Context: an optimization exercise on an open-source flow, tuned for small area, a short achievable clock period and few clock cycles. The choices shown serve that exercise and are no tape-out recipe.
Where RTL was checked, it was by simulation tests only, not by an equivalence proof against the original.
Power figures rest on the tool's default switching activity, not on a simulated workload.

Design vm16_core, start of the top module:
module vm16_core (
    input  wire        clk,
    input  wire        rst,         
    output reg         mem_req,
    output reg         mem_we,
    output reg  [15:0] mem_addr,
    output wire [15:0] mem_wdata,
    input  wire [15:0] mem_rdata,
    input  wire        mem_ready,
    input  wire        in_valid,
    input  wire [7:0]  in_data,
    output wire        in_ready,
    output wire        out_valid,
    output reg  [7:0]  out_data,
    input  wire        out_ready,
    output wire        halted
);
Size in the first run: about 1600 cells after synthesis, about 230 flip-flops, ~16000 um^2 of cells after synthesis.
==> flow/config.mk <==
export PLATFORM = sky130hd
export DESIGN_NAME = vm16_core
export DESIGN_NICKNAME = vm16_core
export VERILOG_FILES = /design/flow/design.v
export SDC_FILE = /design/flow/constraint.sdc
export NUM_CORES = 4
export LEC_CHECK = 0
export CAP_MARGIN = 20
export CORE_MARGIN = 2
export CORE_UTILIZATION = 40
export SETUP_SLACK_MARGIN = 4.5
export SLEW_MARGIN = 20
export TNS_END_PERCENT = 0
==> flow/constraint.sdc <==
create_clock -name core_clock -period 8.0 [get_ports {clk}]
set_input_delay 1.6000 -clock core_clock [delete_from_list [all_inputs] [get_ports {clk}]]
set_output_delay 1.6000 -clock core_clock [all_outputs]
set_load 0.01 [all_outputs]
run.sh (not shown) runs the stock make flow with config.mk's settings and CLKGATE_MAP_FILE= SYNTH_SCRIPT=/design/flow/synth_recipe.tcl, a recipe that flattens the netlist after the stock synthesis.
The baseline went through all stages and came out clean.
Testbench counts at the start, summed over its fixed seeds: cycles 151,879.
Rerun with:
==> flow/flow/run.sh (new file) <==
#!/bin/bash
# The standard layout (the standard.sh, unchanged synthesis), with the
# input and output ports buffered by buf_2 cells rather than the placer's
# default pick.  Each tool's output goes to its own log in this folder.
export BUFFER_PORTS_ARGS="-buffer_cell sky130_fd_sc_hd__buf_2"
bash standard.sh > standard.log 2>&1
status=$?
tail -5 standard.log
exit $status
==> flow/standard.sh (new file) <==
#!/bin/bash
# synth_recipe.tcl (not shown) runs the flow's synth.tcl, then flattens the netlist and writes it again
# the make line also repeats each setting of config.mk as NAME=value (left out here)
make -C /OpenROAD-flow-scripts/flow DESIGN_CONFIG=/design/flow/config.mk WORK_HOME=/design/flow/orfs CLKGATE_MAP_FILE= SYNTH_SCRIPT=/design/flow/synth_recipe.tcl "${@:-finish}"
SETUP_SLACK_MARGIN = 4.0   (was 4.5)
removed: flow/run.sh
Effect:
- clock power is lower by about 5%
- final cell count came out lower by 1.4%
- synthesized cell count does not change
- first-iteration DRC count is higher by 11%
- setup slack got worse by 0.028 ns

---

vm16_core, a different RTL version from the one above (not shown whole).
Size: roughly 2300 cells after synthesis, roughly 210 flip-flops, roughly 74 I/O pins.
==> flow/config.mk <==
export PLATFORM = sky130hd
export DESIGN_NAME = vm16_core
export DESIGN_NICKNAME = vm16_core
export VERILOG_FILES = /design/flow/design.v
export SDC_FILE = /design/flow/constraint.sdc
export NUM_CORES = 4
export LEC_CHECK = 0
export ABC_AREA = 1
export CAP_MARGIN = 20
export CORE_MARGIN = 2
export CORE_UTILIZATION = 40
export PLACE_DENSITY = 0.75
export SETUP_SLACK_MARGIN = 4.0
export SLEW_MARGIN = 20
export TNS_END_PERCENT = 0
==> flow/constraint.sdc <==
create_clock -name core_clock -period 8.0 [get_ports {clk}]
set_input_delay 1.6000 -clock core_clock [delete_from_list [all_inputs] [get_ports {clk}]]
set_output_delay 1.6000 -clock core_clock [all_outputs]
set_load 0.01 [all_outputs]
standard.sh (not shown) runs the stock make flow with config.mk's settings and CLKGATE_MAP_FILE= SYNTH_SCRIPT=/design/flow/synth_recipe.tcl, a recipe that flattens the netlist after the stock synthesis.
==> flow/flow/run.sh <==
#!/bin/bash
# The standard layout (the standard.sh, unchanged synthesis), with the
# input and output ports buffered by buf_2 cells rather than the placer's
# default pick.  Each tool's output goes to its own log in this folder.
export BUFFER_PORTS_ARGS="-buffer_cell sky130_fd_sc_hd__buf_2"
bash standard.sh > standard.log 2>&1
status=$?
tail -5 standard.log
exit $status
The starting point ran to the end with no violations.
Testbench counts at the start, summed over its fixed seeds: cycles 151,879.
==> next run, changes <==
ABC_AREA = not set   (was 1)
PLACE_DENSITY = not set   (was 0.75)
What happened: Critical path depth falls by 2. Area after synthesis drops slightly. Setup slack loses 210 ps. Total power went down by about a fifth. Global-route usage came out lower by 1.1 points. Final area stays flat. Sequential power went down by a little under a tenth.
==> next run, changes <==
ABC_AREA = 1   (was not set)
CORE_UTILIZATION = 55   (was 40)
After rerunning:
- maximum frequency climbs by 5.2%
- setup slack gets better by 210 ps
- final area went down by 1.5%
- routed wire length goes up by 6.4%
- area after synthesis came out higher by 0.82%
- utilization came out higher by 16 points
- synthesized cell count rose by 28%
==> next run, changes <==
CORE_UTILIZATION = 40   (was 55)
CTS_CLUSTER_DIAMETER = 100   (was not set)
CTS_CLUSTER_SIZE = 18   (was not set)
What happened: Setup slack is better by 47 ps. Clock skew goes up by 28 ps. Cell area goes down by about 0.5%. Global-route usage goes down by 8.5 points.

---

vm16_core again, from the RTL that the note above started with.
Settings: LEC_CHECK=0, ABC_AREA=1, CAP_MARGIN=20, CORE_MARGIN=2, CORE_UTILIZATION=40, CTS_CLUSTER_DIAMETER=100, CTS_CLUSTER_SIZE=18, SETUP_SLACK_MARGIN=4.8, SLEW_MARGIN=20, TNS_END_PERCENT=0; clock period 8.0 ns.
Scripts as last shown in full above: flow/flow/run.sh
Testbench counts at the start, summed over its fixed seeds: cycles 151,879.
==> next run, changes <==
--- a/flow/config.mk
+++ b/flow/config.mk
@@ -12,3 +12,3 @@
-export CTS_CLUSTER_DIAMETER = 100
-export CTS_CLUSTER_SIZE = 18
-export SETUP_SLACK_MARGIN = 4.8
+export CTS_CLUSTER_DIAMETER = 110
+export CTS_CLUSTER_SIZE = 22
+export SETUP_SLACK_MARGIN = 4.0
Effect:
- first-iteration DRC count went down by 6.4%
- wire length stays flat
- cell count is about the same
- worst setup slack gets worse by 0.12 ns
- cell area went down by 1.4%
- global-route usage went down by 0.38 points
- via count went down by 2.1%
- total power went down by 1.8%
- core utilization went down by 0.65 points
- synthesized cell count does not change
==> next run, changes <==
--- a/flow/config.mk
+++ b/flow/config.mk
@@ -12,3 +12,3 @@
-export CTS_CLUSTER_DIAMETER = 110
-export CTS_CLUSTER_SIZE = 22
-export SETUP_SLACK_MARGIN = 4.0
+export CTS_CLUSTER_DIAMETER = 100
+export CTS_CLUSTER_SIZE = 18
+export SETUP_SLACK_MARGIN = 4.4
Result: The new run produced a clean layout; die area does not change; via count came out higher by 2.2%; non-clock buffer count came out higher by 6; clock power stays flat.
==> next run, changes <==
--- a/flow/config.mk
+++ b/flow/config.mk
@@ -12,3 +12 @@
-export CTS_CLUSTER_DIAMETER = 100
-export CTS_CLUSTER_SIZE = 18
-export SETUP_SLACK_MARGIN = 4.4
+export SETUP_SLACK_MARGIN = 4.0
Hold slack hardly moves.
Sequential cell count does not change.
Final area hardly moves.
Routed wire length hardly moves.
First-iteration DRC count falls by 1.9%.
Register-to-register slack is worse by 0.12 ns.
Final cell count rose by 0.35%.
Global-route usage decreases by 0.39 points.
Count of clock-buffer cells in the layout goes up by 14.

---

vm16_core, a different RTL version from the one above (not shown whole).
Size: about 2200 cells after synthesis, about 74 I/O pins, about 16000 um2 of cells after synthesis.
==> flow/config.mk <==
export PLATFORM = sky130hd
export DESIGN_NAME = vm16_core
export DESIGN_NICKNAME = vm16_core
export VERILOG_FILES = /design/flow/design.v
export SDC_FILE = /design/flow/constraint.sdc
export NUM_CORES = 4
export LEC_CHECK = 0
export ABC_AREA = 1
export CAP_MARGIN = 20
export CORE_MARGIN = 2
export CORE_UTILIZATION = 40
export CTS_BUF_LIST = sky130_fd_sc_hd__clkbuf_4 sky130_fd_sc_hd__clkbuf_8
export SETUP_SLACK_MARGIN = 4.0
export SLEW_MARGIN = 20
export TNS_END_PERCENT = 0
==> flow/constraint.sdc <==
create_clock -name core_clock -period 8.0 [get_ports {clk}]
set_input_delay 1.6000 -clock core_clock [delete_from_list [all_inputs] [get_ports {clk}]]
set_output_delay 1.6000 -clock core_clock [all_outputs]
set_load 0.01 [all_outputs]
Scripts as last shown in full above: flow/flow/run.sh
Edit:
Settings changed: CTS_BUF_LIST sky130_fd_sc_hd__clkbuf_4 sky130_fd_sc_hd__clkbuf_8 to unset.
Result: The changed run produced a clean layout. Power is lower slightly. First-iteration DRC count is lower by a little under a tenth. Setup slack got worse by 0.044 ns. Core utilization is lower by 0.48 points. Design area is lower slightly. Register-to-register slack improved by 0.06 ns. Clock power hardly moves. Synthesized cell count is unchanged. Final cell count is lower slightly. Synthesized area stays the same. Clock skew is lower by 0.026 ns.
Function was not checked in any run of this note: the RTL went through the layout flow alone.

## static timing again, ports no longer ideal
Ports are ideal in the flow. The routed layouts listed here were re-timed in OpenROAD.
Step 1 (the two cells are an assumption about what drives the block):
set clk [get_ports {clk}]
set_driving_cell -lib_cell sky130_fd_sc_hd__clkbuf_16 $clk
set_driving_cell -lib_cell sky130_fd_sc_hd__buf_2 [delete_from_list [all_inputs] $clk]
Step 2 moves the port delays by t, midway between the first and last clock arrival at a register: inputs arrive t later, outputs are due t later. That takes back most of the time a late clock gives input paths.
a / b / c = no drivers / after step 1 / after step 2; a / b = the first two.
run | t, ns | slack for setup (ns) | worst setup path after step 2
the first run of note 1 | 0.621 | 3.652 / 3.604 / 3.120 | input to register
the second run of note 1 | 0.621 | 3.624 / 3.574 / 3.178 | input to register
the first run of note 2 | 0.617 | 3.980 / 3.924 / 3.401 | input to register
the second run of note 2 | 0.629 | 3.775 / 3.718 / 3.210 | input to register
the third run of note 2 | 0.597 | 3.984 / 3.980 / 3.414 | input to register
the fourth run of note 2 | 0.570 | 4.031 / 4.000 / 3.487 | input to register
the first run of note 3 | 0.565 | 4.092 / 4.044 / 3.570 | input to register
the second run of note 3 | 0.562 | 3.973 / 3.919 / 3.431 | input to register
the third run of note 3 | 0.565 | 4.092 / 4.044 / 3.570 | input to register
the fourth run of note 3 | 0.604 | 3.991 / 3.943 / 3.460 | input to register
the first run of note 4 | 0.657 | 3.935 / 3.938 / 3.307 | input to register
the second run of note 4 | 0.612 | 3.891 / 3.871 / 3.312 | input to register
After both steps setup and hold are still met in every run listed. The setup slack of the first run of note 4, which loses most, moves by +0.003 ns with the drivers and by -0.628 ns with both steps.
